Context: an optimization exercise on an open-source flow, tuned for small area. The choices shown serve that exercise and are no tape-out recipe.
Only simulation tests tie the RTL to the original design; equivalence was not proved.
No activity file was given, so power comes from the tool's default toggle rates.

// themis_core
module themis_core (
    input  wire        clk,
    input  wire        rst,
    input  wire        ev_valid,
    output wire        ev_ready,
    input  wire [25:0] ev_word,
    output reg         tx_valid,
    output wire        tx_bank,
    output wire [15:0] tx_word,
    output wire [1:0]  bank_sel,
    output wire [3:0]  trig,
    output reg  [31:0] overlap_faults
);
==> flow/config.mk <==
export PLATFORM = sky130hd
export DESIGN_NAME = themis_core
export DESIGN_NICKNAME = themis_core
export VERILOG_FILES = /design/flow/design.v
export SDC_FILE = /design/flow/constraint.sdc
export NUM_CORES = 4
export LEC_CHECK = 0
export CAP_MARGIN = 20
export CORE_MARGIN = 2
export CORE_UTILIZATION = 40
export SLEW_MARGIN = 20
export BUFFER_PORTS_ARGS = -buffer_cell sky130_fd_sc_hd__buf_1
export CTS_ARGS = -sink_clustering_enable -repair_clock_nets -dont_use_dummy_load -buf_list sky130_fd_sc_hd__clkbuf_4 -sink_clustering_size 8 -sink_clustering_max_diameter 50
==> flow/constraint.sdc <==
create_clock -name core_clock -period 12.0 [get_ports {clk}]
set_input_delay 2.4000 -clock core_clock [delete_from_list [all_inputs] [get_ports {clk}]]
set_output_delay 2.4000 -clock core_clock [all_outputs]
set_load 0.01 [all_outputs]
standard.sh (not shown) runs the stock make flow with config.mk's settings and CLKGATE_MAP_FILE= SYNTH_SCRIPT=/design/flow/synth_recipe.tcl, a recipe that flattens the netlist after the stock synthesis.
==> flow/flow/run.sh <==
#!/bin/bash
# The standard ORFS layout, with three changes to how it is made:
#  - the combinational logic of the standard synthesis is re-mapped by ABC for
#    area (flow/resyn.ys); every register stays the instance the standard
#    synthesis made, with its name and cell type;
#  - ports are buffered with the smallest buffer;
#  - the clock tree uses clkbuf_8 in clusters of at most 12 sinks, without
#    dummy loads.
# Each tool's output goes to a log file in this folder.
set -euo pipefail
W=$(pwd)
R=$W/orfs/results/sky130hd/themis_core/base
LIB=$FLOW_HOME/platforms/sky130hd/lib/sky130_fd_sc_hd__tt_025C_1v80.lib
YOSYS=$(command -v yosys || echo "$FLOW_HOME/../tools/install/yosys/bin/yosys")
cat >> config.mk <<'CFG'
export BUFFER_PORTS_ARGS = -buffer_cell sky130_fd_sc_hd__buf_1
export CTS_ARGS = -sink_clustering_enable -repair_clock_nets -dont_use_dummy_load -buf_list sky130_fd_sc_hd__clkbuf_4 -sink_clustering_size 8 -sink_clustering_max_diameter 50
CFG
bash standard.sh synth > synth.log 2>&1
cp "$R/1_2_yosys.v" "$W/std_1_2_yosys.v"
sed -e "s#@LIB@#$LIB#g" -e "s#@IN@#$W/std_1_2_yosys.v#" -e "s#@OUT@#$R/1_2_yosys.v#" flow/resyn.ys > resyn.ys
"$YOSYS" -l resyn.log -q resyn.ys > resyn.out 2>&1
rm -f "$R/1_synth.odb"
bash standard.sh > standard.log 2>&1
==> flow/flow/resyn.ys <==
# Re-map the combinational logic of the standard synthesis for area.
# Registers stay the instances the standard synthesis made (same names, same
# cell types); only the logic between them is re-mapped by ABC.
read_liberty -ignore_miss_func @LIB@
setattr -mod -set keep_hierarchy 1 sky130_fd_sc_hd__df* sky130_fd_sc_hd__edf* sky130_fd_sc_hd__sdf* sky130_fd_sc_hd__sedf* sky130_fd_sc_hd__dl*
read_verilog @IN@
hierarchy -top themis_core
flatten
opt -purge
abc -liberty @LIB@ -dont_use *lpflow* -dont_use *probe* -script +strash;dc2;dch,-f;amap;strash;dch,-f;amap
opt_clean -purge
splitnets
hilomap -singleton -hicell sky130_fd_sc_hd__conb_1 HI -locell sky130_fd_sc_hd__conb_1 LO
insbuf -buf sky130_fd_sc_hd__buf_1 A X
opt_clean -purge
stat -liberty @LIB@
blackbox A:keep_hierarchy
write_verilog -noattr -nohex -nodec @OUT@
Edit:
--- a/flow/design.v
+++ b/flow/design.v
@@ -36,19 +36,19 @@
     reg [3:0] job;
     reg       dwrap;                 
     reg       sgn;
     reg       need_init;             
     reg       c1, c2;                
     reg [7:0] acc;                   
     reg       fS, fL, c32;           
     reg [36:0] W;
     reg [13:0] R;
-    assign ev_ready = (st == S_IDLE) || rst;
+    assign ev_ready = (st == S_IDLE);
     assign bank_sel = bs;
     assign trig     = {drum3 != 5'd0, drum2 != 5'd0, drum1 != 5'd0, drum0 != 5'd0};
     wire       accept = ev_valid && ev_ready && !rst;
     wire [1:0] tag    = ev_word[25:24];
     wire [3:0] kind   = ev_word[23:20];
     wire [3:0] chan   = ev_word[19:16];
     wire [7:0] d1     = ev_word[15:8];
     wire [7:0] d2     = ev_word[7:0];
     wire [6:0] cc_val = d2[7] ? 7'd127 : d2[6:0];
Effect: Sequential power decreases by about 3%; setup slack is better by 230 ps; global-route usage increases by 0.33 points; via count decreases by 0.45%; area after synthesis hardly moves; final area hardly moves; power decreases by 4.0%; wire length increases by 2.3%; non-clock buffer count decreases by 3; clock-buffer cell count decreases by 1.

========
Another version of the RTL of themis_core (not shown whole).
Size: ~1700 cells after synthesis, ~0.016 mm^2 of cells after synthesis.
clock: 12.0 ns
lec_check: 0
cap_margin: 20
core_margin: 2
core_utilization: 40
slew_margin: 20
buffer_ports_args: -buffer_cell sky130_fd_sc_hd__buf_1
cts_args: -sink_clustering_enable -repair_clock_nets -dont_use_dummy_load -buf_list sky130_fd_sc_hd__clkbuf_4 -sink_clustering_size 8 -sink_clustering_max_diameter 50
==> flow/flow/run.sh <==
#!/bin/bash
# The standard ORFS layout, with three changes to how it is made:
#  - the combinational logic of the standard synthesis is re-mapped by ABC for
#    area (flow/resyn.ys, with a few ABC scripts; the smallest result is
#    kept); every register stays the instance the standard synthesis made,
#    with its name and cell type;
#  - ports are buffered with the smallest buffer;
#  - the clock tree uses clkbuf_4 in clusters of at most 8 sinks, without
#    dummy loads.
# Each tool's output goes to a log file in this folder.
set -euo pipefail
W=$(pwd)
R=$W/orfs/results/sky130hd/themis_core/base
LIB=$FLOW_HOME/platforms/sky130hd/lib/sky130_fd_sc_hd__tt_025C_1v80.lib
YOSYS=$(command -v yosys || echo "$FLOW_HOME/../tools/install/yosys/bin/yosys")
cat >> config.mk <<'CFG'
export BUFFER_PORTS_ARGS = -buffer_cell sky130_fd_sc_hd__buf_1
export CTS_ARGS = -sink_clustering_enable -repair_clock_nets -dont_use_dummy_load -buf_list sky130_fd_sc_hd__clkbuf_4 -sink_clustering_size 8 -sink_clustering_max_diameter 50
CFG
bash standard.sh synth > synth.log 2>&1
cp "$R/1_2_yosys.v" "$W/std_1_2_yosys.v"
R1="strash;ifraig;dc2;dc2;dch,-f;amap,-F,50,-A,30"
R2="strash;ifraig;dc2;dch,-f;amap,-F,50,-A,30"
SCRIPTS=("+$R1;topo" "+$R1;$R2;topo" "+$R1;$R2;$R2;topo" "+$R1;$R2;$R2;$R2;topo")
best=""
bestarea=""
for i in "${!SCRIPTS[@]}"; do
  sed -e "s#@LIB@#$LIB#g" -e "s#@IN@#$W/std_1_2_yosys.v#" -e "s#@OUT@#$W/resyn_$i.v#" \
      -e "s#@SCRIPT@#${SCRIPTS[$i]}#" flow/resyn.ys > "resyn_$i.ys"
  if "$YOSYS" -l "resyn_$i.log" -q "resyn_$i.ys" > "resyn_$i.out" 2>&1; then
    a=$(grep "Chip area for top module" "resyn_$i.log" | tail -1 | awk '{print $NF}')
    if [[ -n "$a" ]] && { [[ -z "$bestarea" ]] || awk -v x="$a" -v y="$bestarea" 'BEGIN{exit !(x < y)}'; }; then
      best=$i
      bestarea=$a
    fi
  fi
done
echo "re-mapped netlist: script $best, area $bestarea" > resyn_choice.log
if [[ -n "$best" ]]; then
  cp "$W/resyn_$best.v" "$R/1_2_yosys.v"
  rm -f "$R/1_synth.odb"
fi
bash standard.sh > standard.log 2>&1
Other scripts of this flow, unchanged in this note and not shown: flow/flow/resyn.ys
Next try:
--- a/flow/design.v
+++ b/flow/design.v
@@ -396,30 +396,32 @@
                             8'd36: drum0 <= 5'd1;
                             8'd38: drum1 <= 5'd1;
                             8'd42: drum2 <= 5'd1;
                             8'd46: drum3 <= 5'd1;
                             default: ;
                         endcase
                     end
                     if (is_noteon) begin
                         midi_note <= d1;
                         kbd0      <= kbd;
                         vca_st    <= ST_ATTACK;
                         vcf_st    <= ST_ATTACK;
+                        vcf_cnt   <= {1'b0, f_att};
                         job       <= 4'd2;
                         st        <= need_init ? S_INIT : S_PRE;
                     end
                     if (is_noteoff) begin
                         vca_st  <= ST_RELEASE;
                         vcf_st  <= ST_RELEASE;
+                        vcf_cnt <= {1'b0, f_rel};
                         job     <= 4'd5;
                         st      <= need_init ? S_INIT : S_LOAD;
                     end
                     if (is_cc) begin
                         case (d1)
                             8'd20: a_att   <= cc_val;
                             8'd21: a_dec   <= cc_val;
                             8'd22: a_sus   <= {1'b0, cc_val};
                             8'd23: a_rel   <= cc_val;
                             8'd24: f_att   <= cc_val;
                             8'd25: f_dec   <= cc_val;
                             8'd26: f_sus   <= {1'b0, cc_val};
@@ -448,24 +450,25 @@
                             st     <= S_LOAD;
                         end
                     end else if (vca_st == ST_RELEASE && (!fL || useT)) begin
                         vca_st <= ST_IDLE;
                     end
                 end
                 S_VF: if (go && bc31) begin
                     st <= S_IDLE;
                     if (vcf_att) begin
                         vcf_cnt <= vcf_cnt - 8'd1;
                         if (vcf_last) begin
                             vcf_st  <= ST_DECAY;
+                            vcf_cnt <= {1'b0, f_dec};
                             job     <= 4'd9;
                             st      <= S_SGN;
                         end
                     end else if (vcf_act) begin
                         vcf_cnt <= vcf_cnt - 8'd1;
                         if (vcf_last && vcf_st == ST_RELEASE)
                             vcf_st <= ST_IDLE;
                     end else if (vcf_st == ST_RELEASE) begin
                         vcf_st <= ST_IDLE;
                     end
                 end
                 S_PRE: if (go && bc31) begin
@@ -482,25 +485,23 @@
                 S_DIV: if ((dwrap || (dsec && job == 4'd4)) && bc == kend) begin
                     if ((job == 4'd0 || job == 4'd2 || job == 4'd4) && !dsec) begin
                         dsec  <= 1'b1;       
                         dwrap <= 1'b0;
                         R     <= 8'd0;
                     end else begin
                         st <= (job == 4'd4) ? S_VF : S_OUT;
                         go <= bc31;
                     end
                 end
                 S_OUT: if (go && bc31) begin
                     job <= job + 4'd1;
-                    if (job == 4'd3 || job == 4'd6 || job == 4'd10)
-                        vcf_cnt <= {1'b0, csel};
                     case (job)
                         4'd0, 4'd1, 4'd7: st <= S_LOAD;  
                         4'd2, 4'd5, 4'd9: st <= S_SGN;  
                         default: st <= S_IDLE;          
                     endcase
                 end
                 default: st <= S_IDLE;
             endcase
         end
     end
 endmodule
Routed wire length went down by 2.9%.
Design area increases by 0.59%.
Via count grows by 1.7%.
Hold slack gets better by 22 ps.
Maximum frequency goes down by 4.5%.

## what the ideal ports hide
The flow's constraints put no driver on any port. The routed layouts listed below were extracted and timed again, unchanged, in two steps. Step 1: set_driving_cell puts a clkbuf_16 on clk and a buf_2 on each other input, an assumption about the parent block. Step 2 moves the port delays by t, midway between the first and last clock arrival at a register: inputs arrive t later, outputs are due t later. That takes back most of the time a late clock gives input paths. Slacks: no drivers / after step 1 / after step 2; pairs: no drivers / after step 1.
run	t, ns	setup slack, ns	worst setup path after step 2	clock arrival spread, ns	pins driven straight from the clock port
the first run of note 1	0.832	3.931 / 3.931 / 3.931	register to register	0.097 / 0.098	1
the second run of note 1	0.818	4.157 / 4.157 / 4.157	register to register	0.108 / 0.108	1
the first run of note 2	0.776	4.475 / 4.475 / 4.475	register to register	0.049 / 0.048	1
the second run of note 2	0.783	4.123 / 4.123 / 4.123	register to register	0.077 / 0.077	1
After both steps every run listed still meets setup and hold.
